Source: an optimization exercise on an open RTL-to-GDS flow (aim: small area). Production flows keep margins and buffers that such runs may drop. At most, simulation tests tie the RTL to the original design; equivalence was not proved. No functional check of the RTL was part of run 1. No activity file was given, so power comes from the tool's default toggle rates.

==> flow/design.v <==
module csb_top (
    input  wire        clk,
    input  wire        rst,           
    input  wire        ctl_valid,
    input  wire [31:0] ctl_word,
    output reg         resp_valid,
    output wire [1:0]  resp_code,
    output reg  [31:0] resp_value,
    output reg         lc_line_valid,
    output wire [1:0]  lc_line,
    output reg         lc_role_valid,
    output wire        lc_role,
    output wire [1:0]  lc_pull,
    output reg         obs_valid,
    output wire [1:0]  obs_mask,
    input  wire        cap_valid,
    input  wire [31:0] cap_word,
    output reg         cap_rearm,     
    output wire        meas_req,
    output wire [2:0]  meas_ch,
    input  wire        meas_ack,
    input  wire        meas_err,
    input  wire [15:0] meas_data,
    output wire        tx_valid,
    output wire [7:0]  tx_data,
    input  wire        tx_ready,
    output wire        sleep_req,
    output wire [23:0] sleep_us,
    input  wire        timer_done
);
    localparam integer NSLOTS      = 4;
    localparam integer K           = 10;
    localparam integer TAKE_CYCLES = 8;
    localparam integer WIN_LO      = 500;
    localparam integer WIN_HI      = 2000;
    localparam integer HDR_LEN     = 20;
    localparam integer PAYLOAD_MAX = 32;
    localparam integer SPAN        = HDR_LEN + PAYLOAD_MAX;    
    localparam integer PKT_LEN     = SPAN + 4;                 
    localparam integer STALL_MAX   = 100;
    localparam [23:0]  STALL_SLEEP_US = 24'd500;
    localparam [23:0]  IDLE_US_RESET  = 24'd1000;
    localparam [4:0]   PROTO_VERSION  = 5'd1;
    localparam [3:0] PH_STOPPED     = 4'd0,
                     PH_CYCLE_START = 4'd1,
                     PH_TELEM       = 4'd2,
                     PH_ASSEMBLE    = 4'd3,
                     PH_SEAL        = 4'd4,
                     PH_TX_DECIDE   = 4'd5,
                     PH_TX_WRITE    = 4'd6,
                     PH_TX_SLEEP    = 4'd7,
                     PH_CLEAR       = 4'd8,
                     PH_IDLE_SLEEP  = 4'd9;
    localparam [1:0] RC_OK = 2'd0, RC_ILLEGAL = 2'd1, RC_RESERVED = 2'd2, RC_BADIDX = 2'd3;
    reg [1:0]                 pw, pr, pbase;
    reg [NSLOTS*PAYLOAD_MAX*8-1:0] slot_data;
    reg [NSLOTS*6-1:0]        slot_len;
    reg [NSLOTS-1:0]          slot_line;
    reg [NSLOTS*8-1:0]        slot_type;
    reg [NSLOTS-1:0]          slot_part;
    reg                       lost_pending;
    reg [31:0]                drops;
    reg [5:0]                 caplen;
    reg [31:0]                crc;
    reg [3:0]                 phase;
    reg [31:0]                pkt_seq;
    reg                       seq_zero;    
    reg [3:0]                 cyc;
    reg                       pending0;
    reg [5:0]                 tx_off;
    reg [31:0]                stall;
    reg                       aborted;
    reg                       wake;
    reg                       autostopped;
    reg [2:0]                 tch;
    reg [5:0]                 seal_idx;
    reg [7:0]                 pkt_tcode;
    reg                       pkt_part, pkt_lost, pkt_pol;
    reg [5:0]                 pkt_plen;
    reg [PAYLOAD_MAX*8-1:0]   pkt_pl;      
    reg [79:0]                tel;
    reg [4:0]                 meas_errs;
    reg                       active;
    reg                       run;
    reg [1:0]                 line_sel;
    reg                       role;
    reg [1:0]                 pull;
    reg                       suppress;
    reg                       autostop;
    reg [23:0]                idle_us;
    reg [1:0]                 err_code;
    assign resp_code = err_code;
    assign lc_line   = line_sel;
    assign lc_role   = role;
    assign lc_pull   = pull;
    assign obs_mask  = line_sel;
    function [31:0] crc_byte;
        input [31:0] c;
        input [7:0]  b;
        integer i;
        reg [31:0] t;
        begin
            t = c ^ {24'd0, b};
            for (i = 0; i < 8; i = i + 1)
                t = t[0] ? ((t >> 1) ^ 32'hEDB88320) : (t >> 1);
            crc_byte = t;
        end
    endfunction
    function in_window;
        input [15:0] v;
        begin
            in_window = ($signed(v) > WIN_LO) && ($signed(v) < WIN_HI);
        end
    endfunction
    wire [31:0] seq = seq_zero ? 32'd0 : pkt_seq;
    wire [5:0] bidx = (phase == PH_SEAL) ? seal_idx : tx_off;
    wire [PKT_LEN*8-1:0] pkt_bytes = {~crc, pkt_pl, 16'd0, 10'd0, pkt_plen,
                                      pkt_tcode, PROTO_VERSION, pkt_part, pkt_lost, pkt_pol,
                                      tel, pkt_seq};
    wire [6:0] pl_end = {1'b0, pkt_plen} + 7'd20;
    wire       pl_zero = (bidx >= 6'd20) && (bidx < 6'd52) && ({1'b0, bidx} >= pl_end);
    reg  [7:0] pkt_sel;
    integer bi;
    always @(*) begin
        pkt_sel = 8'd0;
        for (bi = 0; bi < PKT_LEN; bi = bi + 1)
            pkt_sel = pkt_sel | (pkt_bytes[bi*8 +: 8] & {8{bidx == bi}});
    end
    wire [7:0] pkt_byte = pkt_sel & {8{~pl_zero}};
    wire [7:0] op = ctl_word[7:0];
    reg  [1:0] ctl_code;
    reg        ctl_exec;
    reg [31:0] rd_value;
    wire [1:0] lw = pw - pbase;
    wire [1:0] lr = pr - pbase;
    always @(*) begin
        ctl_code = RC_OK;
        case (op)
            8'h01: if (ctl_word[31:9]  != 0) ctl_code = RC_RESERVED;
            8'h02: if (ctl_word[31:8]  != 0) ctl_code = RC_RESERVED;
            8'h03: if (ctl_word[31:10] != 0) ctl_code = RC_RESERVED;
            8'h04: if (ctl_word[31:11] != 0 || (!ctl_word[8] && ctl_word[10:9] != 0)) ctl_code = RC_RESERVED;
            8'h05: if (ctl_word[31:9]  != 0) ctl_code = RC_RESERVED;
            8'h06: if (ctl_word[31:9]  != 0) ctl_code = RC_RESERVED;
            8'h07: ctl_code = RC_OK;
            8'h08: if (ctl_word[31:16] != 0) ctl_code = RC_RESERVED;
            default: ctl_code = RC_ILLEGAL;
        endcase
        ctl_exec = ctl_valid && (ctl_code == RC_OK);
        rd_value = 32'd0;
        rd_value = rd_value | ({32{ctl_word[15:8] == 8'h00}} & ({14'd0, aborted, pending0, phase, meas_errs, active, wake, autostopped, lost_pending, (pw == pr), (phase != PH_STOPPED), run}));
        rd_value = rd_value | ({32{ctl_word[15:8] == 8'h01}} & ({25'd0, autostop, suppress, pull, role, line_sel}));
        rd_value = rd_value | ({32{ctl_word[15:8] == 8'h02}} & ({8'd0, idle_us}));
        rd_value = rd_value | ({32{ctl_word[15:8] == 8'h03}} & (seq));
        rd_value = rd_value | ({32{ctl_word[15:8] == 8'h04}} & ({30'd0, lw}));
        rd_value = rd_value | ({32{ctl_word[15:8] == 8'h05}} & ({30'd0, lr}));
        rd_value = rd_value | ({32{ctl_word[15:8] == 8'h06}} & ({30'd0, pw - pr}));
        rd_value = rd_value | ({32{ctl_word[15:8] == 8'h07}} & (drops));
        rd_value = rd_value | ({32{ctl_word[15:8] == 8'h08}} & (stall));
        rd_value = rd_value | ({32{ctl_word[15:8] == 8'h09}} & ({28'd0, cyc}));
        rd_value = rd_value | ({32{ctl_word[15:8] == 8'h0A}} & ({16'd0, tel[15:0]}));
        rd_value = rd_value | ({32{ctl_word[15:8] == 8'h0B}} & ({16'd0, tel[31:16]}));
        rd_value = rd_value | ({32{ctl_word[15:8] == 8'h0C}} & ({16'd0, tel[47:32]}));
        rd_value = rd_value | ({32{ctl_word[15:8] == 8'h0D}} & ({16'd0, tel[63:48]}));
        rd_value = rd_value | ({32{ctl_word[15:8] == 8'h0E}} & ({16'd0, tel[79:64]}));
        rd_value = rd_value | ({32{ctl_word[15:8] == 8'h0F}} & (crc));
        rd_value = rd_value | ({32{ctl_word[15:8] == 8'h10}} & ({26'd0, caplen}));
        rd_value = rd_value | ({32{ctl_word[15:8] == 8'h11}} & ({26'd0, tx_off}));
        rd_value = rd_value | ({32{ctl_word[15:8] == 8'h12}} & ({30'd0, err_code}));
        if (op == 8'h08 && ctl_code == RC_OK && ctl_word[15:8] > 8'h12)
            ctl_code = RC_BADIDX;
    end
    wire cap_ok    = cap_valid && (cap_word[31:16] == 16'd0);
    wire cap_byte  = cap_ok && (cap_word[7:0] == 8'h10);
    wire cap_event = cap_ok && (cap_word[7:0] == 8'h11 || cap_word[7:0] == 8'h12);
    wire cap_cmpl  = cap_word[7:0] == 8'h11;
    wire cap_wr = !rst && cap_byte && !caplen[5];
    genvar g;
    generate
        for (g = 0; g < NSLOTS*PAYLOAD_MAX; g = g + 1) begin : g_slot_byte
            always @(posedge clk)
                if (cap_wr && {pw, caplen[4:0]} == g)
                    slot_data[g*8 +: 8] <= cap_word[15:8];
        end
    endgenerate
    assign meas_req  = (phase == PH_TELEM);
    assign meas_ch   = tch;
    assign tx_valid  = (phase == PH_TX_WRITE);
    assign tx_data   = pkt_byte;
    assign sleep_req = (phase == PH_TX_SLEEP) || (phase == PH_IDLE_SLEEP);
    assign sleep_us  = (phase == PH_TX_SLEEP) ? STALL_SLEEP_US : idle_us;
    reg [1:0]  t_pw, t_pr, t_base;
    reg [NSLOTS*6-1:0] t_len;
    reg [NSLOTS-1:0]   t_line;
    reg [NSLOTS*8-1:0] t_type;
    reg [NSLOTS-1:0]   t_part;
    reg        t_lost;
    reg [31:0] t_drops;
    reg        t_run;
    reg        t_seq_zero;
    reg [3:0]  t_cyc;
    reg        t_autostopped;
    reg        t_wake;
    reg [1:0]  t_line_sel;
    reg        t_suppress;
    reg        t_autostop;
    reg [1:0]  wn;
    reg [31:0] crc_next;
    reg [31:0] stall_next;
    reg        p_lost, p_wake, p_seq_zero;    
    reg        pl_load;
    reg [1:0]  pl_src;
    wire [PAYLOAD_MAX*8-1:0] pl_next;
    csb_plmux u_plmux (
        .sel ({pl_src == 2'd3, pl_src == 2'd2, pl_src == 2'd1, pl_src == 2'd0}),
        .d   (slot_data),
        .y   (pl_next)
    );
    always @(posedge clk)
        if (pl_load)
            pkt_pl <= pl_next;
    always @(posedge clk) begin
        slot_len  <= t_len;
        slot_line <= t_line;
        slot_type <= t_type;
        slot_part <= t_part;
    end
    always @(*) begin
        t_pw = pw;
        t_pr = pr;
        t_base = pbase;
        t_len  = slot_len;
        t_line = slot_line;
        t_type = slot_type;
        t_part = slot_part;
        t_lost        = lost_pending;
        t_drops       = drops;
        t_run         = run;
        t_seq_zero    = seq_zero;
        t_cyc         = cyc;
        t_autostopped = autostopped;
        t_wake        = wake;
        t_line_sel    = line_sel;
        t_suppress    = suppress;
        t_autostop    = autostop;
        wn = 2'd0;
        stall_next = stall + {31'd0, ~&stall};
        pl_load = 1'b0;
        pl_src  = pr;
        if (ctl_exec) begin
            case (op)
                8'h01: begin
                    t_run = ctl_word[8];
                    if (ctl_word[8]) begin
                        t_seq_zero    = 1'b1;
                        t_cyc         = 4'd0;
                        t_autostopped = 1'b0;
                    end
                end
                8'h02: begin
                    t_pr    = pw;
                    t_base  = pw;
                    t_lost  = 1'b0;
                    t_drops = 32'd0;
                    t_seq_zero = 1'b1;
                    t_cyc   = 4'd0;
                end
                8'h03: t_line_sel = ctl_word[9:8];
                8'h05: t_suppress = ctl_word[8];
                8'h06: t_autostop = ctl_word[8];
                default: ;
            endcase
        end
        if (cap_event) begin
            t_len[t_pw*6 +: 6]  = caplen;
            t_line[t_pw]        = active;
            t_type[t_pw*8 +: 8] = cap_word[15:8];
            t_part[t_pw]        = ~cap_cmpl;
            wn = t_pw + 2'd1;
            if (wn == t_pr) begin
                t_pr    = t_pr + 2'd1;
                t_lost  = 1'b1;
                t_drops = t_drops + {31'd0, ~&t_drops};
            end
            t_pw = wn;
            if (cap_cmpl) t_wake = 1'b1;
        end
        p_lost     = t_lost;
        p_wake     = t_wake;
        p_seq_zero = t_seq_zero;
        case (phase)
            PH_CYCLE_START: begin
                if (t_run) begin
                    t_seq_zero = 1'b0;
                    t_wake     = 1'b0;
                end
            end
            PH_ASSEMBLE: begin
                if (t_cyc < TAKE_CYCLES) begin
                    if (t_pr != t_pw) begin
                        pl_load = 1'b1;
                        pl_src  = t_pr;
                        t_pr = t_pr + 2'd1;
                    end
                    t_lost = 1'b0;
                end
            end
            PH_TX_WRITE: begin
                if (!tx_ready) begin
                    if (stall >= STALL_MAX && t_autostop) begin
                        t_run         = 1'b0;
                        t_autostopped = 1'b1;
                    end
                end
            end
            PH_TX_SLEEP, PH_IDLE_SLEEP: begin
                if (timer_done || t_wake) t_wake = 1'b0;
            end
            PH_CLEAR: begin
                t_cyc = (t_cyc == K - 1) ? 4'd0 : t_cyc + 4'd1;
            end
            default: ;
        endcase
        if (rst) pl_load = 1'b0;
    end
    always @(posedge clk) begin
        if (rst) begin
            pw <= 2'd0;
            pr <= 2'd0;
            pbase <= 2'd0;
            lost_pending <= 1'b0;
            drops        <= 32'd0;
            caplen       <= 6'd0;
            crc          <= 32'hFFFFFFFF;
            phase        <= PH_STOPPED;
            seq_zero     <= 1'b1;
            cyc          <= 4'd0;
            pending0     <= 1'b0;
            tx_off       <= 6'd0;
            stall        <= 32'd0;
            aborted      <= 1'b0;
            wake         <= 1'b0;
            autostopped  <= 1'b0;
            tch          <= 3'd0;
            tel          <= 80'd0;
            meas_errs    <= 5'd0;
            active       <= 1'b0;
            run          <= 1'b0;
            line_sel     <= 2'd0;
            role         <= 1'b0;
            pull         <= 2'd0;
            suppress     <= 1'b0;
            autostop     <= 1'b1;
            idle_us      <= IDLE_US_RESET;
            err_code     <= 2'd0;
            resp_valid    <= 1'b0;
            lc_line_valid <= 1'b0;
            lc_role_valid <= 1'b0;
            obs_valid     <= 1'b0;
            cap_rearm     <= 1'b0;
        end else begin
            resp_valid    <= ctl_valid;
            resp_value    <= (ctl_valid && op == 8'h08 && ctl_code == RC_OK) ? rd_value : 32'd0;
            lc_line_valid <= ctl_exec && op == 8'h03;
            lc_role_valid <= ctl_exec && op == 8'h04;
            obs_valid     <= ctl_exec && op == 8'h01 && ctl_word[8];
            if (ctl_valid)
                err_code <= ctl_code;
            if (ctl_exec && op == 8'h04) begin
                role <= ctl_word[8];
                pull <= ctl_word[10:9];
            end
            if (ctl_exec && op == 8'h07)
                idle_us <= ctl_word[31:8];
            cap_rearm <= cap_event;
            if (cap_byte) begin
                if (!caplen[5])
                    caplen <= caplen + 6'd1;
            end else if (cap_event) begin
                caplen <= 6'd0;
            end
            case (phase)
                PH_STOPPED: begin
                    if (t_run) phase <= PH_CYCLE_START;
                end
                PH_CYCLE_START: begin
                    if (!t_run) begin
                        phase <= PH_STOPPED;
                    end else begin
                        pkt_seq  <= (p_seq_zero ? 32'd0 : pkt_seq) + 32'd1;
                        pending0 <= (t_pw != t_pr);
                        aborted  <= 1'b0;
                        phase    <= (t_cyc == 4'd0) ? PH_TELEM : PH_ASSEMBLE;
                    end
                end
                PH_TELEM: begin
                    if (meas_ack) begin
                        if (!meas_err) begin
                            tel[tch*16 +: 16] <= meas_data;
                            meas_errs[tch] <= 1'b0;
                        end else begin
                            meas_errs[tch] <= 1'b1;
                        end
                        if (tch == 3'd4) begin
                            tch <= 3'd0;
                            if (in_window(tel[15:0]))
                                active <= (t_line_sel == 2'd1);
                            else if (in_window(tel[31:16]))
                                active <= (t_line_sel != 2'd2);
                            phase <= PH_ASSEMBLE;
                        end else begin
                            tch <= tch + 3'd1;
                        end
                    end
                end
                PH_ASSEMBLE: begin
                    pkt_plen <= pl_load ? t_len[pl_src*6 +: 6] : 6'd0;
                    if (t_cyc < TAKE_CYCLES) begin
                        if (pl_load) begin
                            pkt_tcode <= t_type[pl_src*8 +: 8];
                            pkt_part  <= t_part[pl_src];
                            pkt_lost  <= p_lost;
                            pkt_pol   <= t_line[pl_src];
                        end else begin
                            pkt_tcode <= 8'd0;
                            pkt_part  <= 1'b0;
                            pkt_lost  <= p_lost;
                            pkt_pol   <= active;
                        end
                    end
                    seal_idx <= 6'd0;
                    phase    <= PH_SEAL;
                end
                PH_SEAL: begin
                    crc_next = crc_byte((seal_idx == 6'd0) ? 32'hFFFFFFFF : crc, pkt_byte);
                    crc <= crc_next;
                    if (seal_idx == SPAN - 1) begin
                        phase   <= PH_TX_DECIDE;
                    end else begin
                        seal_idx <= seal_idx + 6'd1;
                    end
                end
                PH_TX_DECIDE: begin
                    if (pkt_plen != 6'd0 || !t_suppress) begin
                        tx_off <= 6'd0;
                        stall  <= 32'd0;
                        phase  <= PH_TX_WRITE;
                    end else begin
                        phase  <= PH_CLEAR;
                    end
                end
                PH_TX_WRITE: begin
                    if (tx_ready) begin
                        tx_off <= tx_off + 6'd1;
                        if (tx_off == PKT_LEN - 1) phase <= PH_CLEAR;
                    end else begin
                        stall <= stall_next;
                        if (stall >= STALL_MAX && t_autostop) begin
                            aborted <= 1'b1;
                            phase   <= PH_CLEAR;
                        end else begin
                            phase <= PH_TX_SLEEP;
                        end
                    end
                end
                PH_TX_SLEEP: begin
                    if (timer_done || p_wake) phase <= PH_TX_WRITE;
                end
                PH_CLEAR: begin
                    if (aborted)        phase <= PH_STOPPED;
                    else if (!pending0) phase <= PH_IDLE_SLEEP;
                    else                phase <= PH_CYCLE_START;
                end
                PH_IDLE_SLEEP: begin
                    if (timer_done || p_wake) phase <= PH_CYCLE_START;
                end
                default: phase <= PH_STOPPED;
            endcase
            pw <= t_pw;
            pr <= t_pr;
            pbase <= t_base;
            lost_pending <= t_lost;
            drops        <= t_drops;
            run          <= t_run;
            seq_zero     <= t_seq_zero;
            cyc          <= t_cyc;
            autostopped  <= t_autostopped;
            wake         <= t_wake;
            line_sel     <= t_line_sel;
            suppress     <= t_suppress;
            autostop     <= t_autostop;
        end
    end
endmodule
module csb_plmux (
    input  wire [3:0]    sel,
    input  wire [1023:0] d,
    output wire [255:0]  y
);
    assign y = ({256{sel[0]}} & d[255:0])   | ({256{sel[1]}} & d[511:256]) |
               ({256{sel[2]}} & d[767:512]) | ({256{sel[3]}} & d[1023:768]);
endmodule
==> flow/flow/run.sh <==
#!/bin/bash
# Layout flow: the standard flow, except that synthesis maps the logic with
# Yosys's default area-oriented ABC script instead of ORFS's speed script.
# Everything else (register mapping, flattening, renaming, floorplan, power grid,
# placement, CTS, routing) is the standard flow via standard.sh.
set -euo pipefail
W=$(pwd)

# synthesis script: synth_recipe.tcl sourcing a copy of ORFS's synth.tcl whose
# only change is the ABC mapping call
python3 - "$W" <<'PY'
import sys, re, os
w = sys.argv[1]
src = open(os.path.join(os.environ["FLOW_HOME"], "scripts", "synth.tcl")).read()
old = "  log_cmd abc {*}$abc_args\n"
assert src.count(old) == 1, "abc call not found"
src = src.replace(old, "  log_cmd abc {*}$lib_args {*}$lib_dont_use_args\n")
open(os.path.join(w, "own_synth.tcl"), "w").write(src)
b = open(os.path.join(w, "synth_recipe.tcl")).read()
line = "source $::env(SCRIPTS_DIR)/synth.tcl"
assert b.count(line) == 1, "synth.tcl source line not found"
open(os.path.join(w, "own_synth_recipe.tcl"), "w").write(b.replace(line, "source " + os.path.join(w, "own_synth.tcl")))
PY

# the standard make command, with the synthesis script swapped and target synth
MK=$(grep '^make ' standard.sh)
MK=${MK//synth_recipe.tcl/own_synth_recipe.tcl}
MK=${MK//'"${@:-finish}"'/synth}
echo "$MK" > own_synth_cmd.txt
eval "$MK" > own_synth.log 2>&1

# the rest of the standard flow; clock tree: larger sink clusters, no dummy loads
export CTS_ARGS="-sink_clustering_enable -repair_clock_nets -sink_clustering_size 24 -sink_clustering_max_diameter 80 -buf_list {sky130_fd_sc_hd__clkbuf_8 sky130_fd_sc_hd__clkbuf_16} -dont_use_dummy_load"
bash standard.sh > standard_finish.log 2>&1
==> flow/standard.sh <==
#!/bin/bash
# synth_recipe.tcl (not shown) runs the flow's synth.tcl, then flattens the netlist and writes it again
# the make line also repeats each setting of config.mk as NAME=value (left out here)
make -C /OpenROAD-flow-scripts/flow DESIGN_CONFIG=/design/flow/config.mk WORK_HOME=/design/flow/orfs CLKGATE_MAP_FILE= SYNTH_SCRIPT=/design/flow/synth_recipe.tcl "${@:-finish}"
==> flow/config.mk <==
export PLATFORM = sky130hd
export DESIGN_NAME = csb_top
export DESIGN_NICKNAME = csb_top
export VERILOG_FILES = /design/flow/design.v
export SDC_FILE = /design/flow/constraint.sdc
export NUM_CORES = 4
export LEC_CHECK = 0
export CAP_MARGIN = 0
export CORE_MARGIN = 2
export CORE_UTILIZATION = 55
export SLEW_MARGIN = 0
==> flow/constraint.sdc <==
create_clock -name core_clock -period 10.0 [get_ports {clk}]
set_input_delay 2.0000 -clock core_clock [delete_from_list [all_inputs] [get_ports {clk}]]
set_output_delay 2.0000 -clock core_clock [all_outputs]
set_load 0.01 [all_outputs]
==> out/qor.csv, run 1 <==
metric;value;unit
cts.repair.resized;0;
grt_use_total;37.4;%
endpoint_kind;output port;
hold_viol_final;0;
relSlewSlack;-1.13;%
tightest_slew;1.48;ns
drtAntennaViolNets;0;
layout-drive-gt1-share;5.00;%
drcViolationCount;0;
fin_ws;1.03;ns
setup_tns;0;ns
clockBufferDepth;3;
hold_slack;0.450;ns
yosysSeqAreaShare;72.1;%
nFillCells;9151;
numCtsBuffers;84;
numPortBuffers;171;
violations;max-capacitance violations, max-slew violations;
grt_pass1_wl;324000;um
peakVddDrop;189;uV
ys_async_sr_fraction;0;%
synth_edf_count;1367;
synth_fp_nets;4957;
hpwlAfterDp;159000;um
rsz0062_at_grt;false;
nNetsFinal;5347;
cts_hold_buf;0;
internal-power;9100;uW
instances_no_fill;6829;
totalWireLength;231000;um
synth_cell_types;70;
htreeDepth;3;
grt_max_degree;132;
worstPathMaxFanout;11;
power_switching;2240;uW
cp_slowest_stage_delay;1.21;ns
worstPathCellList;or4b_2 -> mux2i_1 -> clkinv_1 -> nand4_1 -> nor2_1 -> a222oi_1 -> nand4_1 -> a2111o_1 -> o31ai_1 -> clkinv_1 -> clkdlybuf4s50_1;
status;finished with violations;
switching_share;19.7;%
coreArea;118000;sq um
slew_violations;1;
synth_ff_type;edfxtp_1;
yosys_warnings;1;
setup_violations;0;
critPathRequiredTime;8.00;ns
grt_pass1_vias;43003;
ioPinCount;172;
drt_iter0_drc;8811;
vias;46962;
final.period_utilization;89.7;%
cap_violations;1;
ys_seq_elements;1687;
final_util;61.6;%
hold_class;reg -> reg;
gp_congestion;1.12;
fin_crit;8.97;ns
post_cts_buffers;0;
drt_pre_antenna_iters;11;
die_h;350;um
die_w;350;um
p_leak;0.0231;uW
cts_tree;done;
p_seq_share;66.6;%
dp_slack;1.57;ns
cpMaxStageDelayCell;a222oi_1;
dieArea;122000;sq um
rows;126;
startpoint_type;flop;
cts_root_buf;clkbuf_16;
path_clk_slew;0.09;ns
fin_skew;0.104;ns
cp.arrival;6.97;ns
grt-ovfl-total;0;
clkLatencyLatePin;0.74;ns
area_growth;10.9;%
dp_cells;6737;
syn_avg_cell_area;13.6;sq um
power_density;155;nW/um^2
combPwrFrac;1.7;%
clkSinkCount;1687;
pwr-share-clk;31.7;%
antenna_found_initial;7;
start_util;55.6;%
via_per_inst;6.88;
fmax;0.112;GHz
syn_inst;4833;
wl_per_cell;33.8;um
synth_area;65800;sq um
critPathKind;reg -> out;
-- layer usage --
metal	track usage, %	up-vias	part of all wire (%)
met5	0	-	0.013
li1	-	19991	-
met4	19.8	4	6.6
met1	50.4	23281	38
met3	8.96	596	11
met2	56.6	3090	44
-- worst max-delay path, delay by kind of cell, from the launching register on --
kind,cells,cell delay (ns)
muxes,1,0.62
buffers and inverters,3,1.39
AOI/OAI and AO/OA,3,2.20
DFF,1,0.42
and+or+nand+nor,4,1.66
-- per-stage QoR --
stage	power (uW)	cell area, sq um
3_3_place_gp	7900	70900
3_5_place_dp	7900	70900
5_1_grt	11600	73000
6_report	11300	73000
4_1_cts	11400	73000
2_1_floorplan	7730	65800
-- synth_stat cells, drive strengths merged (5+ instances only) --
master | number | area share [%]
mux2i | 15 | 0.23
a21oi | 195 | 1.5
edfxtp | 1367 | 62
nand3 | 86 | 0.65
o211ai | 9 | 0.10
and4 | 15 | 0.20
a222oi | 382 | 5.8
nand2b | 52 | 0.49
xnor2 | 77 | 1.0
nor2 | 401 | 2.3
xor2 | 40 | 0.53
clkinv | 60 | 0.34
a21o | 17 | 0.19
nor4 | 55 | 0.52
a2111oi | 7 | 0.093
nor2b | 17 | 0.16
a31oi | 24 | 0.23
and2 | 53 | 0.50
and3 | 56 | 0.53
a22o | 20 | 0.27
dfxtp | 320 | 9.7
nand2 | 880 | 5.0
a22oi | 169 | 1.9
o31ai | 5 | 0.057
or4 | 10 | 0.11
a311oi | 5 | 0.067
nand4 | 69 | 0.66
o2111ai | 5 | 0.067
or3 | 12 | 0.11
nor3b | 5 | 0.057
a211oi | 13 | 0.15
o22ai | 5 | 0.048
a221oi | 17 | 0.23
or2 | 5 | 0.048
nor3 | 145 | 1.1
o21ai | 116 | 0.88
ha | 36 | 0.68
-- power groups by stage --
stage               Sequential (uW)  Clock [uW]  Combinational [uW]
floorplan                      7710           0                18.2
global placement               7710           0                 187
detailed placement             7710           0                 189
CTS                            7550        3630                 190
global route                   7550        3850                 200
finish                         7550        3600                 190
-- flip-flops by register name, summed over array words and instances, names as in the netlist, 6 cells and up, named ones only --
| signal | flops |
|---|---|
| tx_off | 6 |
| drops | 32 |
| slot_len | 24 |
| pkt_pl | 256 |
| resp_value | 32 |
| seal_idx | 6 |
| idle_us | 24 |
| tel | 80 |
| slot_data | 1024 |
| pkt_seq | 32 |
| crc | 32 |
| slot_type | 32 |
| pkt_plen | 6 |
| stall | 32 |
| caplen | 6 |
| pkt_tcode | 8 |
-- logic make-up after synthesis --
family                     count (synthesis)  synth area share (%)
AOI/OAI and AO/OA                       1035                  12.2
xor gates and xnor gates                 118                  1.59
adders and majority gates                 37                 0.700
buffers and inverters                     62                 0.365
DFF                                     1687                  72.1
muxes                                     17                 0.262
and+or+nand+nor                         1877                  12.7
-- placed cells by master, fill, tap and decap left out, drive strengths merged, types with 59 or more instances in the layout --
cell type	count
clkdlybuf4s50	162
a222oi	382
buf	144
nor2	401
nor3	145
o21ai	116
clkinv	59
clkbuf	84
a22oi	169
xnor2	77
edfxtp	1367
dfxtp	320
nand3	86
a21oi	195
nand2	880
nand4	69
-- layout make-up --
type | count | area [sq um] | share of cell area [%]
Sequential cell | 1687 | 47500 | 65.0
Multi-Input combinational cell | 3084 | 18200 | 25.0
Timing Repair Buffer | 306 | 2930 | 4.02
Clock buffer | 84 | 2100 | 2.88
Antenna cell | 8 | 20.0 | 0.0274
Tap cell | 1600 | 2000 | 2.74
Inverter | 60 | 238 | 0.326
-- worst paths after layout --
kind                                  start          end  slack, ns  depth (start not counted)
worst max-delay path               phase[0]   tx_data[7]       1.03                         11
worst min-delay path            slot_len[5]  slot_len[5]       0.45                          2
worst max register to register     phase[0]      crc[16]       2.55                         15
worst min register to register  slot_len[5]  slot_len[5]       0.45                          2
==> inputs of run 2 (changes only) <==
--- a/flow/design.v
+++ b/flow/design.v
@@ -208,4 +208,5 @@
     reg [31:0] crc_next;
     reg [31:0] stall_next;
+    integer    mi;
     reg        p_lost, p_wake, p_seq_zero;    
     reg        pl_load;
@@ -396,10 +397,8 @@
                 PH_TELEM: begin
                     if (meas_ack) begin
-                        if (!meas_err) begin
+                        if (!meas_err)
                             tel[tch*16 +: 16] <= meas_data;
-                            meas_errs[tch] <= 1'b0;
-                        end else begin
-                            meas_errs[tch] <= 1'b1;
-                        end
+                        for (mi = 0; mi < 5; mi = mi + 1)
+                            if (tch == mi) meas_errs[mi] <= meas_err;
                         if (tch == 3'd4) begin
                             tch <= 3'd0;
==> flow/flow/run.sh (replaced) <==
#!/bin/bash
# Layout flow: the standard flow, except
#  - synthesis maps the logic with Yosys's default (area-oriented) ABC script
#    instead of ORFS's speed script; registers are mapped exactly as in the
#    standard synthesis, and this is checked against it (falling back to the
#    standard synthesis if they differ);
#  - clock tree: larger sink clusters and no dummy loads.
# Floorplan, power grid, placement, routing and finishing are standard.sh's.
set -euo pipefail
W=$(pwd)

python3 - "$W" <<'PY'
import sys, os
w = sys.argv[1]
src = open(os.path.join(os.environ["FLOW_HOME"], "scripts", "synth.tcl")).read()
old = "  log_cmd abc {*}$abc_args\n"
assert src.count(old) == 1, "abc call not found"
src = src.replace(old, "  log_cmd abc {*}$lib_args {*}$lib_dont_use_args\n")
open(os.path.join(w, "own_synth.tcl"), "w").write(src)
b = open(os.path.join(w, "synth_recipe.tcl")).read()
line = "source $::env(SCRIPTS_DIR)/synth.tcl"
assert b.count(line) == 1, "synth.tcl source line not found"
open(os.path.join(w, "own_synth_recipe.tcl"), "w").write(b.replace(line, "source " + os.path.join(w, "own_synth.tcl")))
PY

MK=$(grep '^make ' standard.sh)
MK=${MK//'"${@:-finish}"'/synth}
# reference: the standard synthesis, in its own folder
REF=${MK//"WORK_HOME=$W/orfs"/"WORK_HOME=$W/ref_orfs"}
echo "$REF" > ref_synth_cmd.txt
eval "$REF" > ref_synth.log 2>&1
# own synthesis
OWN=${MK//synth_recipe.tcl/own_synth_recipe.tcl}
echo "$OWN" > own_synth_cmd.txt
eval "$OWN" > own_synth.log 2>&1

python3 - "$W" > reg_check.log 2>&1 <<'PY' || { echo "registers differ: standard synthesis" >> reg_check.log; rm -rf "$W/orfs"; }
import sys, re
w = sys.argv[1]
def regs(p):
    t = open(p).read()
    return sorted(re.findall(r'^\s*(sky130_fd_sc_hd__\w*df\w*)\s+(\S+)\s*\(', t, re.M))
a = regs(w + "/ref_orfs/results/sky130hd/csb_top/base/1_2_yosys.v")
b = regs(w + "/orfs/results/sky130hd/csb_top/base/1_2_yosys.v")
print(len(a), len(b))
sys.exit(0 if a == b and a else 1)
PY
rm -rf "$W/ref_orfs/objects" "$W/ref_orfs/results"

export CTS_ARGS="-sink_clustering_enable -repair_clock_nets -sink_clustering_size 24 -sink_clustering_max_diameter 80 -buf_list {sky130_fd_sc_hd__clkbuf_8 sky130_fd_sc_hd__clkbuf_16} -dont_use_dummy_load"
bash standard.sh > standard_finish.log 2>&1
==> out/qor.csv, run 2 <==
metric;value;unit
grt_max_degree;124;
final.period_utilization;91.1;%
path_clk_slew;0.10;ns
critPathRequiredTime;8.00;ns
drt_iter0_drc;8950;
synth_fp_nets;4960;
totalWireLength;233000;um
synthAdderAreaFrac;0.702;%
tightest_slew;1.28;ns
via_per_inst;6.93;
grt_pass1_wl;327000;um
fmax;0.110;GHz
yosys.area_share.simple;12.9;%
syn_inst;4835;
peakVddDrop;186;uV
clockBufferDepth;3;
cp.arrival;7.11;ns
relSlewSlack;13.8;%
syn_avg_cell_area;13.6;sq um
layout-drive-gt1-share;5.13;%
fin_skew;0.0942;ns
start_util;55.2;%
hold_class;reg -> reg;
yosys.area_share.xor_xnor;1.51;%
layout_commonest_cell;edfxtp_1;
final_util;61.3;%
synthTopCellsByArea;edfxtp_1 62%, dfxtp_1 9.7%, a222oi_1 5.6%, nand2_1 5.0%, nor2_1 2.4%;
coreArea;119000;sq um
nFillCells;9352;
gp_congestion;1.05;
fin_ws;0.886;ns
yosys_warnings;1;
setup_violations;0;
rows;127;
dp_cells;6754;
synth_top_cell_area_share;62.3;%
dieArea;123000;sq um
worstPathMaxFanout;19;
setup_tns;0;ns
largest_reg_flops;1024;
critPathKind;reg -> out;
startpoint_type;flop;
hold_viol_final;0;
numPortBuffers;171;
grt-ovfl-total;0;
stdcell_area;73200;sq um
cts_root_buf;clkbuf_16;
synth-compound-area-share;12.3;%
area_growth;11.0;%
status;timing/DRC/antenna clean;
clkLatencyLatePin;0.74;ns
drcViolationCount;0;
drt_pre_antenna_iters;12;
r2r_slack;2.12;ns
die_h;350;um
die_w;350;um
yosys.area.top_type;edfxtp_1;
reg_top3;slot_data x1024, pkt_pl x256, tel x80;
top_register;slot_data;
synth_cell_types;68;
ys_async_sr_fraction;0;%
endpoint_kind;output port;
ys_seq_elements;1687;
synth_top_family_by_area;simple AND/OR/NAND/NOR gates;
cts_tree;done;
grt_pass1_vias;43394;
ioPinCount;172;
post_cts_buffers;0;
nNetsFinal;5356;
wl_per_cell;34.1;um
yosysMostFrequentCell;edfxtp_1;
synth_ff_type;edfxtp_1;
yosys-top-cells-count;1,367 x edfxtp_1, 874 x nand2_1, 421 x nor2_1, 371 x a222oi_1, 320 x dfxtp_1;
muxShareOfSynthArea;0.218;%
rsz0062_at_grt;false;
cts_hold_buf;0;
p_leak;0.0236;uW
clkSinkCount;1687;
cap_violations;0;
htreeDepth;3;
synth_edf_count;1367;
grt_use_total;37.6;%
instances_no_fill;6844;
synth_area;65900;sq um
final_cell_mix;1,367 x edfxtp_1, 872 x nand2_1, 408 x nor2_1, 371 x a222oi_1, 320 x dfxtp_1;
placed_area;71000;sq um
numCtsBuffers;87;
dp_slack;1.42;ns
yosysSeqAreaShare;72.0;%
fin_crit;9.11;ns
drtAntennaViolNets;0;
power_density;193;nW/um^2
antenna_found_initial;11;
slew_violations;0;
cts.repair.resized;0;
hpwlAfterDp;158000;um
vias;47458;
## run 2: cell types whose count changed in the layout (fill, tap and decap cells not counted), sizes merged, moves of 20 or more
cell,previous run,this run
a32oi,1,69
nor3,145,89
a22oi,169,126
nand2b,52,13
and2,53,91
nand3,86,124
a21oi,195,171
nor2,401,421
## run 2: final timing paths
path,depth (start not counted),start,endpoint
worst max-delay path,13,phase[2],tx_data[4]
worst min register to register,2,slot_type[3],slot_type[3]
worst max register to register,17,phase[2],crc[21]
worst min-delay path,2,slot_type[3],slot_type[3]
## run 2: cells by family after synthesis
| kind of cell | after synthesis |
|---|---|
| multiplexers | 14 |
| AND/OR/NAND/NOR | 1904 |
| buffers and inverters | 52 |
| XOR/XNOR | 114 |
| AO/OA/AOI/OAI | 1027 |
| adder cells (fa/ha/maj) | 37 |
| flip-flops | 1687 |
## run 2: routing by layer
layer / vias up / routed length [um] / part of all wire (%) / GRT usage [%]
met4: 12 / 15700 / 6.7 / 20.2
li1: 20068 / - / - / -
met3: 594 / 26700 / 11 / 8.12
met1: 23607 / 87800 / 38 / 51.4
met2: 3177 / 103000 / 44 / 56.7
met5: - / 121 / 0.052 / 0
## run 2: where the power goes
part / switching (uW) / internal, uW / leakage, uW
Clock: 2150 / 1550 / 0.00107
Sequential: 180 / 7640 / 0.0149
Combinational: 1680 / 928 / 0.00761
## run 2: per-stage QoR
step	power [uW]	hold slack, ns
detailed placement	10500	0.428
global placement	10500	0.420
global route	14500	0.469
finish	14100	0.450
floorplan	9450	0.411
CTS	14100	0.450
## run 2: final cells by class
class | instances | area [sq um] | share of cell area (%)
flip-flops and latches | 1687 | 47500 | 64.9
multi-input cells | 3096 | 18400 | 25.2
repair buffers | 309 | 2900 | 3.97
well taps | 1612 | 2020 | 2.76
clock buffers | 87 | 2180 | 2.98
diodes | 3 | 7.51 | 0.0103
inverters | 50 | 200 | 0.274
## run 2: worst max-delay path, cell delays in order, from the launching register on
cell and delay, ns:
dfxtp_1 0.62, nor4b_2 0.28, buf_4 0.35, mux2i_1 0.92, clkinv_1 0.55, nand2_1 0.28, nor4_2 0.05, buf_4 0.27
a222oi_1 0.52, nand4_1 0.32, or4_1 0.73, o31ai_2 0.82, clkinv_1 0.16, clkdlybuf4s50_1 0.52
==> inputs of run 3 (changes only) <==
--- a/flow/config.mk
+++ b/flow/config.mk
@@ -6,6 +6,6 @@
 export NUM_CORES = 4
 export LEC_CHECK = 0
-export CAP_MARGIN = 0
+export CAP_MARGIN = 10
 export CORE_MARGIN = 2
 export CORE_UTILIZATION = 55
-export SLEW_MARGIN = 0
+export SLEW_MARGIN = 10
==> out/qor.csv, run 3 <==
metric;value;unit
via_per_inst;6.93;
critPathKind;reg -> out;
cap_violations;0;
synth_cell_types;68;
yosysSeqAreaShare;72.0;%
cpMaxStageDelayCell;mux2i_1;
reg_top3;slot_data x1024, pkt_pl x256, tel x80;
p_leak;0.0236;uW
clkSinkCount;1687;
ys_seq_elements;1687;
drtAntennaViolNets;0;
cts_hold_buf;0;
fin_crit;9.11;ns
nNetsFinal;5356;
yosysMostFrequentCell;edfxtp_1;
synth_top_cell_area_share;62.3;%
grt_pass1_vias;43394;
vias;47458;
coreArea;119000;sq um
grt_pass1_wl;327000;um
synth_fp_nets;4960;
met2_usage;56.7;%
path_delay_family;buffers and inverters;
grt-ovfl-total;0;
crit_cells;13;
rows;127;
hold_viol_final;0;
worstReg2RegStart;phase[2];
r2r_slack;2.12;ns
grt_use_total;37.6;%
use_met1;51.4;%
synth_area;65900;sq um
setup_violations;0;
yosys-top-cells-count;1,367 x edfxtp_1, 874 x nand2_1, 421 x nor2_1, 371 x a222oi_1, 320 x dfxtp_1;
totalWireLength;233000;um
worstPathCellList;nor4b_2 -> buf_4 -> mux2i_1 -> clkinv_1 -> nand2_1 -> nor4_2 -> buf_4 -> a222oi_1 -> nand4_1 -> or4_1 -> o31ai_2 -> clkinv_1 -> clkdlybuf4s50_1;
crit_buf_inv;5;
area_growth;11.0;%
layout_commonest_cell;edfxtp_1;
power_density;193;nW/um^2
grt_max_degree;124;
synth_ff_type;edfxtp_1;
start_util;55.2;%
antenna_found_initial;11;
clkLatencyLatePin;0.74;ns
r2r_end;crc[21];
cp_slowest_stage_delay;0.92;ns
layout-drive-gt1-share;5.13;%
setup_tns;0;ns
status;timing/DRC/antenna clean;
cts_tree;done;
yosys_warnings;1;
endpoint_kind;output port;
final.period_utilization;91.1;%
path_clk_slew;0.10;ns
fmax;0.110;GHz
wl_per_cell;34.1;um
clockBufferDepth;3;
die_w;350;um
hold_class;reg -> reg;
reg2reg_depth;17;
dp_slack;1.42;ns
tightest_slew;1.28;ns
worstSetupEndpoint;tx_data[4];
cts_root_buf;clkbuf_16;
final_cell_mix;1,367 x edfxtp_1, 872 x nand2_1, 408 x nor2_1, 371 x a222oi_1, 320 x dfxtp_1;
numPortBuffers;171;
peakVddDrop;186;uV
synthTopCellsByArea;edfxtp_1 62%, dfxtp_1 9.7%, a222oi_1 5.6%, nand2_1 5.0%, nor2_1 2.4%;
htreeDepth;3;
syn_avg_cell_area;13.6;sq um
relSlewSlack;13.8;%
critPathRequiredTime;8.00;ns
drcViolationCount;0;
combPwrFrac;18.5;%
syn_inst;4835;
numCtsBuffers;87;
grt.busiest_layer;met2;
yosys.area.top_type;edfxtp_1;
synth_edf_count;1367;
top_register;slot_data;
cp-startpoint;phase[2];
largest_reg_flops;1024;
dieArea;123000;sq um
gp_congestion;1.05;
ioPinCount;172;
slew_violations;0;
fin_skew;0.0942;ns
switching_share;28.4;%
worstPathMaxFanout;19;
fin_ws;0.886;ns
power_switching;4010;uW
drt_iter0_drc;8950;
cts.repair.resized;0;
cp.arrival;7.11;ns
grtUsageMet3;8.12;%
internal-power;10100;uW
rsz0062_at_grt;false;
startpoint_type;flop;
post_cts_buffers;0;
die_h;350;um
hpwlAfterDp;158000;um
p_seq_share;55.4;%
ys_async_sr_fraction;0;%
pwr-share-clk;26.2;%
drt_pre_antenna_iters;12;
## run 3: worst min-delay path by stage
stage	from	end	slack, ns	depth (start not counted)
CTS	slot_type[3]	slot_type[3]	0.45	2
finish	slot_type[3]	slot_type[3]	0.45	2
global route	slot_len[14]	slot_len[14]	0.47	2
global placement	slot_type[7]	slot_type[7]	0.42	2
floorplan	slot_line[0]	slot_line[0]	0.41	2
detailed placement	slot_type[7]	slot_type[7]	0.43	2
## run 3: power by group through the flow
stage               clock network [uW]  logic, uW  registers, uW
global placement                     0       2500           7970
CTS                               3720       2540           7810
global route                      3940       2780           7820
detailed placement                   0       2530           7970
floorplan                            0       1590           7870
finish                            3700       2610           7820
## run 3: routing by layer
metal  part of all wire (%)  vias up  wire length [um]
met3                     11      594             26700
met5                  0.052        -               121
met1                     38    23607             87800
li1                       -    20068                 -
met4                    6.7       12             15700
met2                     44     3177            103000
## run 3: through the flow
step / std cells / hold slack [ns] / utilization [%] / power (uW) / area [sq um]
after floorplan: 4835 / 0.411 / - / 9450 / 65900
after global placement: 6754 / 0.420 / 59.5 / 10500 / 71000
after detailed placement: 6754 / 0.428 / 59.5 / 10500 / 71000
after CTS: 6841 / 0.450 / 61.3 / 14100 / 73200
after global routing: 6842 / 0.469 / 61.3 / 14500 / 73200
final: 6844 / 0.450 / 61.3 / 14100 / 73200
## run 3: cells by family (layout without fill, tap and decap cells)
group	count (synthesis)	after routing	share of synthesized area (%)
simple gates	1904	1904	12.9
flops	1687	1687	72.0
compound gates	1027	1027	12.3
xor+xnor	114	114	1.51
buf+inv	52	446	0.307
fa+ha+maj	37	37	0.702
mux	14	14	0.218
other cells	0	3	0
## run 3: layout make-up
type	instances	area (sq um)
antenna	3	7.51
clock buffer	87	2180
fill	9352	46200
tap	1612	2020
inverter	50	200
timing repair buffer	309	2900
multi-input combinational	3096	18400
sequential	1687	47500
## run 3: worst reg2reg max path, cell delays in order (launching register included)
cell	delay (ns)
dfxtp_1	0.62
nor4b_2	0.28
buf_4	0.35
mux2i_1	0.92
clkinv_1	0.55
nand2_1	0.28
nor3_1	0.07
buf_4	0.19
a222oi_1	0.79
nand2_1	0.14
nor4_1	0.91
nand4_1	0.17
o31a_1	0.46
xor2_1	0.49
xor2_1	0.72
xor2_1	0.25
o21a_1	0.24
a221o_1	0.31
==> inputs of run 4 (changes only) <==
--- a/flow/design.v
+++ b/flow/design.v
@@ -325,4 +325,17 @@
         if (rst) pl_load = 1'b0;
     end
+    reg [5:0] sel_len;
+    reg [7:0] sel_type;
+    reg       sel_part, sel_line;
+    integer   si;
+    always @(*) begin
+        sel_len = 6'd0; sel_type = 8'd0; sel_part = 1'b0; sel_line = 1'b0;
+        for (si = 0; si < NSLOTS; si = si + 1) begin
+            sel_len  = sel_len  | (t_len[si*6 +: 6]  & {6{pl_src == si}});
+            sel_type = sel_type | (t_type[si*8 +: 8] & {8{pl_src == si}});
+            sel_part = sel_part | (t_part[si] & (pl_src == si));
+            sel_line = sel_line | (t_line[si] & (pl_src == si));
+        end
+    end
     always @(posedge clk) begin
         if (rst) begin
@@ -398,5 +411,6 @@
                     if (meas_ack) begin
                         if (!meas_err)
-                            tel[tch*16 +: 16] <= meas_data;
+                            for (mi = 0; mi < 5; mi = mi + 1)
+                                if (tch == mi) tel[mi*16 +: 16] <= meas_data;
                         for (mi = 0; mi < 5; mi = mi + 1)
                             if (tch == mi) meas_errs[mi] <= meas_err;
@@ -414,11 +428,11 @@
                 end
                 PH_ASSEMBLE: begin
-                    pkt_plen <= pl_load ? t_len[pl_src*6 +: 6] : 6'd0;
+                    pkt_plen <= pl_load ? sel_len : 6'd0;
                     if (t_cyc < TAKE_CYCLES) begin
                         if (pl_load) begin
-                            pkt_tcode <= t_type[pl_src*8 +: 8];
-                            pkt_part  <= t_part[pl_src];
+                            pkt_tcode <= sel_type;
+                            pkt_part  <= sel_part;
                             pkt_lost  <= p_lost;
-                            pkt_pol   <= t_line[pl_src];
+                            pkt_pol   <= sel_line;
                         end else begin
                             pkt_tcode <= 8'd0;
--- a/flow/flow/run.sh
+++ b/flow/flow/run.sh
@@ -49,3 +49,4 @@
 
 export CTS_ARGS="-sink_clustering_enable -repair_clock_nets -sink_clustering_size 24 -sink_clustering_max_diameter 80 -buf_list {sky130_fd_sc_hd__clkbuf_8 sky130_fd_sc_hd__clkbuf_16} -dont_use_dummy_load"
+export BUFFER_PORTS_ARGS="-buffer_cell sky130_fd_sc_hd__buf_1"
 bash standard.sh > standard_finish.log 2>&1
==> out/qor.csv, run 4 <==
metric;value;unit
status;timing/DRC/antenna clean;
synthTopCellsByArea;edfxtp_1 62%, dfxtp_1 9.7%, nand2_1 5.6%, a222oi_1 5.4%, a21oi_1 1.9%;
vias;46846;
combPwrFrac;15.5;%
yosys.area.top_type;edfxtp_1;
htreeDepth;3;
p_leak;0.0230;uW
grt_use_total;38.0;%
nNetsFinal;5383;
gp_congestion;1.03;
cp_slowest_stage_delay;0.94;ns
rows;126;
clkSinkCount;1687;
synth_fp_nets;4979;
layout-drive-gt1-share;5.17;%
die_w;350;um
critPathRequiredTime;8.00;ns
final_util;60.9;%
coreArea;118000;sq um
drcViolationCount;0;
hold_end;slot_type[0];
numCtsBuffers;86;
cts_hold_buf;0;
startpoint_type;flop;
synth_area;65800;sq um
grt_pass1_vias;43304;
reg_top3;slot_data x1024, pkt_pl x256, tel x80;
setup_tns;0;ns
ioPinCount;172;
ys_async_sr_fraction;0;%
final.period_utilization;87.9;%
clockBufferDepth;3;
fin_skew;0.0936;ns
r2r_slack;2.34;ns
min_path_cells;2;
worstPathCellList;or4b_2 -> mux2i_1 -> clkinv_1 -> nand4_1 -> nor3_1 -> buf_4 -> a222oi_1 -> nand3_1 -> or3_1 -> o31ai_1 -> clkinv_1 -> buf_1;
cpMaxStageDelayCell;mux2i_1;
internal-power;9900;uW
critPathKind;reg -> out;
yosysSeqAreaShare;72.2;%
layout_commonest_cell;edfxtp_1;
syn_inst;4858;
post_cts_buffers;0;
ys_seq_elements;1687;
syn_avg_cell_area;13.5;sq um
pwr-share-clk;26.9;%
dieArea;122000;sq um
antenna_found_initial;14;
worstHoldStart;slot_type[0];
largest_reg_flops;1024;
worstReg2RegStart;phase[2];
cts_root_buf;clkbuf_16;
setup_violations;0;
cap_violations;0;
relSlewSlack;11.9;%
rsz0062_at_grt;false;
synth_edf_count;1367;
drt_iter0_drc;8524;
r2r_end;crc[18];
numPortBuffers;171;
cp.arrival;6.79;ns
totalWireLength;234000;um
yosysMostFrequentCell;edfxtp_1;
hold_viol_final;0;
yosys_warnings;1;
power_switching;3660;uW
power_density;188;nW/um^2
crit_buf_inv;4;
reg2reg_depth;14;
die_h;350;um
area_growth;9.58;%
fmax;0.114;GHz
drt_pre_antenna_iters;10;
slew_violations;0;
path_clk_slew;0.10;ns
hold_class;reg -> reg;
total_power;13600;uW
via_per_inst;6.82;
endpoint_kind;output port;
wl_per_cell;34.1;um
grt_max_degree;99;
p_seq_share;57.6;%
hpwlAfterDp;163000;um
cts_tree;done;
clkLatencyLatePin;0.76;ns
fin_crit;8.79;ns
nFillCells;9317;
tightest_slew;1.32;ns
drtAntennaViolNets;0;
start_util;55.5;%
peakVddDrop;178;uV
synth_cell_types;65;
path_delay_family;simple AND/OR/NAND/NOR gates;
final_cell_mix;1,367 x edfxtp_1, 986 x nand2_1, 354 x a222oi_1, 320 x dfxtp_1, 298 x nor2_1;
cpMostUsedCell;clkinv_1;
cts.repair.resized;0;
synth_top_cell_area_share;62.4;%
switching_share;27.0;%
yosys-top-cells-count;1,367 x edfxtp_1, 987 x nand2_1, 354 x a222oi_1, 320 x dfxtp_1, 308 x nor2_1;
grt_pass1_wl;326000;um
synth_ff_type;edfxtp_1;
grt-ovfl-total;0;
top_register;slot_data;
worstPathMaxFanout;12;
run 4: cell types whose count changed in the layout (fill, tap and decap cells not counted), sizes merged, moves of 13 or more:
cell	previous run	this run
a21oi	171	254
a222oi	371	354
a32oi	69	4
buf	147	309
clkdlybuf4s50	162	0
nand2	874	987
nand3	124	111
nand4	66	79
nor2	421	308
nor2b	31	12
or3	8	24
run 4: logic make-up after synthesis:
| group | count (synthesis) | share of synthesized area, % |
|---|---|---|
| multiplexers | 22 | 0.341 |
| adder cells (fa/ha/maj) | 34 | 0.643 |
| flip-flops | 1687 | 72.2 |
| AND/OR/NAND/NOR | 1899 | 12.9 |
| XOR/XNOR | 114 | 1.52 |
| AO/OA/AOI/OAI | 1048 | 12.1 |
| buffers and inverters | 54 | 0.320 |
run 4: cell type report:
| class | instances | area, sq um | area share, % |
|---|---|---|---|
| sequential | 1687 | 47500 | 65.9 |
| multi-input combinational | 3117 | 18200 | 25.3 |
| clock buffer | 86 | 2150 | 2.99 |
| tap | 1600 | 2000 | 2.78 |
| timing repair buffer | 318 | 1990 | 2.76 |
| inverter | 52 | 208 | 0.288 |
| antenna | 7 | 17.5 | 0.0243 |
run 4: worst min-delay path: cells and delay by family (launching register included):
| family | cells | cell delay [ns] |
|---|---|---|
| flops | 1 | 0.31 |
| simple gates | 2 | 0.10 |
run 4: metrics by stage:
step | setup WS [ns] | hold WS, ns | cell area [sq um] | std cells
after floorplan | 0.876 | 0.411 | 65800 | 4858
after global placement | 1.66 | 0.419 | 69900 | 6774
after detailed placement | 1.58 | 0.430 | 69900 | 6774
after CTS | 1.60 | 0.450 | 72000 | 6860
after global routing | 1.27 | 0.467 | 72000 | 6862
final | 1.21 | 0.451 | 72100 | 6867
run 4: how the worst max path moves through the flow:
stage	from	end	slack (ns)	cells after the start
floorplan	ctl_word[19]	pkt_pol	0.88	14
global placement	ctl_word[19]	drops[31]	1.66	20
detailed placement	ctl_word[19]	pkt_pl[151]	1.58	16
CTS	phase[2]	tx_data[7]	1.60	12
global route	phase[2]	tx_data[0]	1.27	10
finish	phase[2]	tx_data[7]	1.21	12
run 4: layer usage:
metal | vias to the layer above | GRT usage (%) | routed length, um
met5 | - | 0 | 27
met4 | 4 | 22.4 | 16600
met3 | 565 | 7.46 | 25100
li1 | 20064 | - | -
met2 | 3057 | 58.7 | 106000
met1 | 23156 | 50.3 | 86400
run 4: power groups by stage:
stage / Combinational, uW / Sequential, uW / Clock [uW]
6_report: 2110 / 7810 / 3650
5_1_grt: 2250 / 7800 / 3890
4_1_cts: 2070 / 7800 / 3680
3_5_place_dp: 2060 / 7960 / 0
3_3_place_gp: 2040 / 7960 / 0
2_1_floorplan: 1330 / 7840 / 0
==> inputs of run 5 (changes only) <==
--- a/flow/flow/run.sh
+++ b/flow/flow/run.sh
@@ -49,4 +49,3 @@
 
 export CTS_ARGS="-sink_clustering_enable -repair_clock_nets -sink_clustering_size 24 -sink_clustering_max_diameter 80 -buf_list {sky130_fd_sc_hd__clkbuf_8 sky130_fd_sc_hd__clkbuf_16} -dont_use_dummy_load"
-export BUFFER_PORTS_ARGS="-buffer_cell sky130_fd_sc_hd__buf_1"
 bash standard.sh > standard_finish.log 2>&1
--- a/flow/config.mk
+++ b/flow/config.mk
@@ -6,6 +6,6 @@
 export NUM_CORES = 4
 export LEC_CHECK = 0
-export CAP_MARGIN = 10
+export CAP_MARGIN = 0
 export CORE_MARGIN = 2
 export CORE_UTILIZATION = 55
-export SLEW_MARGIN = 10
+export SLEW_MARGIN = 0
==> out/qor.csv, run 5 <==
metric;value;unit
p_leak;0.0235;uW
cts_hold_buf;0;
hold_class;reg -> reg;
cts_root_buf;clkbuf_16;
yosysMostFrequentCell;edfxtp_1;
worstPathCellList;or4b_2 -> buf_4 -> mux2_1 -> clkinv_1 -> nor4_1 -> buf_4 -> and2_0 -> a22oi_1 -> nand4_1 -> or4_1 -> o21ai_0 -> clkinv_1 -> clkdlybuf4s50_1;
drcViolationCount;0;
critPathKind;reg -> out;
worstPathMaxFanout;58;
ys_seq_elements;1687;
cts.repair.resized;0;
peakVddDrop;185;uV
final.period_utilization;89.1;%
grt_max_degree;107;
grt_pass1_vias;43240;
relSlewSlack;14.1;%
yosys_warnings;1;
status;timing/DRC/antenna clean;
die_h;350;um
dieArea;122000;sq um
syn_inst;4858;
synthTopCellsByArea;edfxtp_1 62%, dfxtp_1 9.7%, nand2_1 5.6%, a222oi_1 5.4%, a21oi_1 1.9%;
fin_crit;8.91;ns
antenna_found_initial;15;
synth_cell_types;65;
ioPinCount;172;
setup_violations;0;
endpoint_kind;output port;
synth_top_cell_area_share;62.4;%
grt_pass1_wl;325000;um
synth_fp_nets;4979;
grt_use_total;37.6;%
hold_viol_final;0;
numCtsBuffers;85;
fin_ws;1.09;ns
setup_tns;0;ns
yosys.area.top_type;edfxtp_1;
nNetsFinal;5386;
drt_pre_antenna_iters;13;
clockBufferDepth;3;
cpMaxStageDelayCell;or4b_2;
critPathRequiredTime;8.00;ns
totalWireLength;233000;um
start_util;55.5;%
post_cts_buffers;0;
synth_ff_type;edfxtp_1;
clkSinkCount;1687;
power_density;186;nW/um^2
wl_per_cell;33.9;um
tightest_slew;1.28;ns
htreeDepth;3;
grt-ovfl-total;0;
crit_buf_inv;5;
cts_tree;done;
drtAntennaViolNets;0;
die_w;350;um
dp_cells;6778;
coreArea;118000;sq um
instances_no_fill;6870;
syn_avg_cell_area;13.5;sq um
gp_congestion;1.02;
top_register;slot_data;
cap_violations;0;
vias;46784;
drt_iter0_drc;7982;
layout_commonest_cell;edfxtp_1;
via_per_inst;6.81;
yosys-top-cells-count;1,367 x edfxtp_1, 987 x nand2_1, 354 x a222oi_1, 320 x dfxtp_1, 308 x nor2_1;
ys_async_sr_fraction;0;%
reg_top3;slot_data x1024, pkt_pl x256, tel x80;
cp_slowest_stage_delay;0.88;ns
numPortBuffers;171;
clkLatencyLatePin;0.75;ns
cp.arrival;6.91;ns
rsz0062_at_grt;false;
slew_violations;0;
hpwlAfterDp;161000;um
rows;126;
fmax;0.112;GHz
yosysSeqAreaShare;72.2;%
layout-drive-gt1-share;5.28;%
fin_skew;0.0762;ns
dp_slack;1.11;ns
largest_reg_flops;1024;
startpoint_type;flop;
area_growth;11.2;%
path_delay_family;simple AND/OR/NAND/NOR gates;
path_clk_slew;0.10;ns
synth_area;65800;sq um
synth_edf_count;1367;
final_cell_mix;1,367 x edfxtp_1, 986 x nand2_1, 354 x a222oi_1, 320 x dfxtp_1, 298 x nor2_1;
run 5: final cells by class:
| type | instances | area, sq um |
|---|---|---|
| antenna | 7 | 17.5 |
| clock buffer | 85 | 2130 |
| fill | 9287 | 45300 |
| inverter | 52 | 208 |
| multi-input combinational | 3117 | 18200 |
| sequential | 1687 | 47500 |
| tap | 1600 | 2000 |
| timing repair buffer | 322 | 3040 |
run 5: cells by family after synthesis:
family | after synthesis | synth area share, %
AO/OA/AOI/OAI | 1048 | 12.1
XOR/XNOR | 114 | 1.52
adder cells (fa/ha/maj) | 34 | 0.643
buffers and inverters | 54 | 0.320
flip-flops | 1687 | 72.2
multiplexers | 22 | 0.341
AND/OR/NAND/NOR | 1899 | 12.9
run 5: path summary, 6_finish.rpt:
check	endpoint	startpoint	slack (ns)	depth (start not counted)
max	tx_data[2]	phase[0]	1.09	13
min reg2reg	slot_len[5]	slot_len[5]	0.45	2
max reg2reg	crc[23]	phase[0]	2.51	16
min	slot_len[5]	slot_len[5]	0.45	2
run 5: metrics by stage:
| stage | cell area (sq um) | power [uW] | hold slack, ns | util [%] |
|---|---|---|---|---|
| floorplan | 65800 | 9170 | 0.411 | - |
| global placement | 70900 | 10000 | 0.419 | 59.9 |
| detailed placement | 70900 | 10100 | 0.430 | 59.9 |
| CTS | 73100 | 13600 | 0.450 | 61.7 |
| global route | 73100 | 14000 | 0.472 | 61.7 |
| finish | 73100 | 13600 | 0.453 | 61.7 |
run 5: layer usage:
metal | wire length (um) | vias up | GRT usage [%]
li1 | - | 20038 | -
met1 | 85400 | 23271 | 49.2
met2 | 107000 | 2890 | 59.5
met3 | 25000 | 569 | 7.69
met4 | 15200 | 16 | 20.4
met5 | 94 | - | 0
run 5: power breakdown:
| part | internal (uW) | switching [uW] | total, uW |
|---|---|---|---|
| logic | 810 | 1330 | 2140 |
| clock network | 1520 | 2130 | 3650 |
| registers | 7620 | 174 | 7790 |
run 5: worst reg2reg max path: stages, from the launching register on:
cell and delay (ns):
dfxtp_1 0.32, or4b_2 0.88, buf_4 0.39, mux2_1 0.55
clkinv_1 0.27, nor4_1 0.13, and2_0 0.56, a222oi_1 1.17
nand4_1 0.30, or4_1 0.58, o31a_1 0.40, xor2_1 0.19
buf_4 0.19, xnor2_1 0.78, xnor2_1 0.21, a221oi_1 0.33
o31ai_1 0.12
==> inputs of run 6 (changes only) <==
--- a/flow/design.v
+++ b/flow/design.v
@@ -214,11 +214,12 @@
     wire [PAYLOAD_MAX*8-1:0] pl_next;
     csb_plmux u_plmux (
-        .sel ({pl_src == 2'd3, pl_src == 2'd2, pl_src == 2'd1, pl_src == 2'd0}),
+        .sel ({pl_src == 2'd3, pl_src == 2'd2, pl_src == 2'd1, pl_src == 2'd0} & {4{pl_load}}),
         .d   (slot_data),
         .y   (pl_next)
     );
     always @(posedge clk)
-        if (pl_load)
-            pkt_pl <= pl_next;
+        pkt_pl <= pl_next | ({PAYLOAD_MAX*8{~pl_load}} & pkt_pl);
+    always @(posedge clk)
+        resp_value <= (ctl_valid && op == 8'h08 && ctl_code == RC_OK) ? rd_value : 32'd0;
     always @(posedge clk) begin
         slot_len  <= t_len;
@@ -375,5 +376,4 @@
         end else begin
             resp_valid    <= ctl_valid;
-            resp_value    <= (ctl_valid && op == 8'h08 && ctl_code == RC_OK) ? rd_value : 32'd0;
             lc_line_valid <= ctl_exec && op == 8'h03;
             lc_role_valid <= ctl_exec && op == 8'h04;
--- a/flow/config.mk
+++ b/flow/config.mk
@@ -6,6 +6,6 @@
 export NUM_CORES = 4
 export LEC_CHECK = 0
-export CAP_MARGIN = 0
+export CAP_MARGIN = 10
 export CORE_MARGIN = 2
 export CORE_UTILIZATION = 55
-export SLEW_MARGIN = 0
+export SLEW_MARGIN = 10
==> out/qor.csv, run 6 <==
metric;value;unit
grt_pass1_vias;43013;
synth_top_cell_area_share;51.1;%
setup_tns;0;ns
fmax;0.106;GHz
hold_class;reg -> reg;
synth_area;63400;sq um
area_growth;11.1;%
post_cts_buffers;0;
layout-drive-gt1-share;4.94;%
ys_async_sr_fraction;0;%
power_density;161;nW/um^2
fin_crit;9.47;ns
final_cell_mix;1,079 x edfxtp_1, 765 x nand2_1, 608 x dfxtp_1, 389 x a222oi_1, 373 x a22oi_1;
grt_use_total;37.5;%
yosysSeqAreaShare;70.3;%
clockBufferDepth;3;
synth_fp_nets;4940;
grt_max_degree;155;
clkSinkCount;1687;
relSlewSlack;11.9;%
status;timing/DRC/antenna clean;
drt_iter0_drc;8632;
numPortBuffers;171;
largest_reg_flops;1024;
reg_top3;slot_data x1024, pkt_pl x256, tel x80;
hpwlAfterDp;153000;um
peakVddDrop;164;uV
syn_avg_cell_area;13.2;sq um
ys_seq_elements;1687;
setup_violations;0;
drt_pre_antenna_iters;10;
numCtsBuffers;84;
endpoint_kind;output port;
grt_pass1_wl;317000;um
startpoint_type;flop;
critPathKind;reg -> out;
htreeDepth;3;
vias;46969;
clkLatencyLatePin;0.73;ns
cts_hold_buf;0;
drtAntennaViolNets;0;
yosys-top-cells-count;1,079 x edfxtp_1, 765 x nand2_1, 608 x dfxtp_1, 389 x a222oi_1, 373 x a22oi_1;
nNetsFinal;5328;
dp_cells;6633;
p_leak;0.0230;uW
stdcell_area;70500;sq um
drcViolationCount;0;
wl_per_cell;33.5;um
fin_ws;0.531;ns
via_per_inst;6.99;
start_util;55.5;%
cap_violations;0;
cts_root_buf;clkbuf_16;
coreArea;114000;sq um
synth_edf_count;1079;
cts.repair.resized;0;
rows;124;
placed_area;68400;sq um
tightest_slew;1.31;ns
final.period_utilization;94.7;%
ioPinCount;172;
yosys_warnings;1;
grt-ovfl-total;0;
yosysMostFrequentCell;edfxtp_1;
dieArea;118000;sq um
instances_no_fill;6720;
cts_tree;done;
synth_ff_type;edfxtp_1;
cp.arrival;7.47;ns
synthTopCellsByArea;edfxtp_1 51%, dfxtp_1 19%, a222oi_1 6.1%, nand2_1 4.5%, a22oi_1 4.4%;
antenna_found_initial;6;
fin_skew;0.0877;ns
synth_cell_types;66;
hold_viol_final;0;
top_register;slot_data;
die_h;344;um
rsz0062_at_grt;false;
slew_violations;0;
layout_commonest_cell;edfxtp_1;
die_w;344;um
r2r_slack;1.86;ns
path_clk_slew;0.09;ns
final_util;61.6;%
totalWireLength;225000;um
dp_slack;1.47;ns
worstPathMaxFanout;63;
syn_inst;4819;
gp_congestion;1.06;
yosys.area.top_type;edfxtp_1;
critPathRequiredTime;8.00;ns
[run 6: kinds of logic (layout without fill, tap and decap cells)]
group / Yosys count / in the layout / share of synthesized area, %
multiplexers: 14 / 14 / 0.225
other: 0 / 3 / 0
flip-flops: 1687 / 1687 / 70.3
AND/OR/NAND/NOR: 1638 / 1638 / 11.6
AO/OA/AOI/OAI: 1282 / 1282 / 15.4
buffers and inverters: 49 / 435 / 0.302
XOR/XNOR: 115 / 115 / 1.59
adder cells (fa/ha/maj): 34 / 34 / 0.667
[run 6: final cells by class]
type / instances / area [sq um]
Fill cell: 9034 / 43900
Clock buffer: 84 / 2100
Multi-Input combinational cell: 3083 / 18900
Sequential cell: 1687 / 44600
Timing Repair Buffer: 304 / 2870
Inverter: 47 / 176
Tap cell: 1512 / 1890
Antenna cell: 3 / 7.51
[run 6: power breakdown]
| part | total [uW] | switching [uW] | internal, uW |
|---|---|---|---|
| clock network | 3620 | 2120 | 1500 |
| registers | 7430 | 30.5 | 7400 |
| logic | 287 | 206 | 81.0 |
| total | 11300 | 2350 | 8980 |
[run 6: metal layers]
| layer | vias to the layer above | global-route usage (%) | wire length [um] |
|---|---|---|---|
| li1 | 20108 | - | - |
| met1 | 23211 | 50.7 | 85000 |
| met2 | 3079 | 57.3 | 100000 |
| met3 | 561 | 7.91 | 25800 |
| met4 | 10 | 19.9 | 14300 |
| met5 | - | 0 | 65 |
[run 6: per-stage QoR]
stage | hold slack, ns | power [uW]
CTS | 0.445 | 11400
floorplan | 0.412 | 7660
detailed placement | 0.426 | 7870
global placement | 0.419 | 7860
finish | 0.443 | 11300
global route | 0.460 | 11600
[run 6: final timing paths]
| path | start | end | depth (start not counted) |
|---|---|---|---|
| max | phase[2] | tx_data[3] | 13 |
| min | slot_data[863] | pkt_pl[95] | 2 |
| max reg2reg | phase[2] | crc[19] | 20 |
| min reg2reg | slot_data[863] | pkt_pl[95] | 2 |
[run 6: critical path: stages, from the launching register on]
cell and delay (ns):
dfxtp_1 0.55, or4b_2 0.80, buf_4 0.37, mux2i_1 0.68, clkinv_1 0.40, nand4_1 0.37, or2_0 0.58, o2bb2ai_1 0.34
a221oi_1 0.27, nand3_1 0.29, or4_1 0.54, o31ai_1 0.85, clkinv_1 0.21, clkdlybuf4s50_1 0.53

## static timing again, ports no longer ideal
No port has a modelled driver above. Below, the same layouts with a new extraction and two added sets of constraints.
Step 1 sets driving cells, clkbuf_16 on the clock port and buf_2 on the other inputs (assumed; they add their load-dependent delay and slew).
Step 2 moves the port delays by t, midway between the first and last clock arrival at a register: inputs arrive t later, outputs are due t later. That takes back most of the time a late clock gives input paths.
Three values: ideal ports, drivers, drivers and shift; two values: the first two.
| run | t, ns | setup WS [ns] | worst hold slack (ns) | worst setup path after step 2 | pins driven straight from the clock port |
|---|---|---|---|---|---|
| run 1 | 0.762 | 1.034 / 0.961 / 1.427 | 0.450 / 0.450 / 0.450 | input to register | 1 |
| run 2 | 0.770 | 0.886 / 0.804 / 1.261 | 0.450 / 0.450 / 0.450 | input to register | 1 |
| run 3 | 0.770 | 0.886 / 0.804 / 1.261 | 0.450 / 0.450 / 0.450 | input to register | 1 |
| run 4 | 0.791 | 1.215 / 1.130 / 1.395 | 0.451 / 0.451 / 0.451 | input to register | 1 |
| run 5 | 0.780 | 1.085 / 1.005 / 1.089 | 0.453 / 0.453 / 0.453 | input to register | 1 |
| run 6 | 0.767 | 0.531 / 0.451 / 1.218 | 0.443 / 0.443 / 0.443 | register to output | 1 |
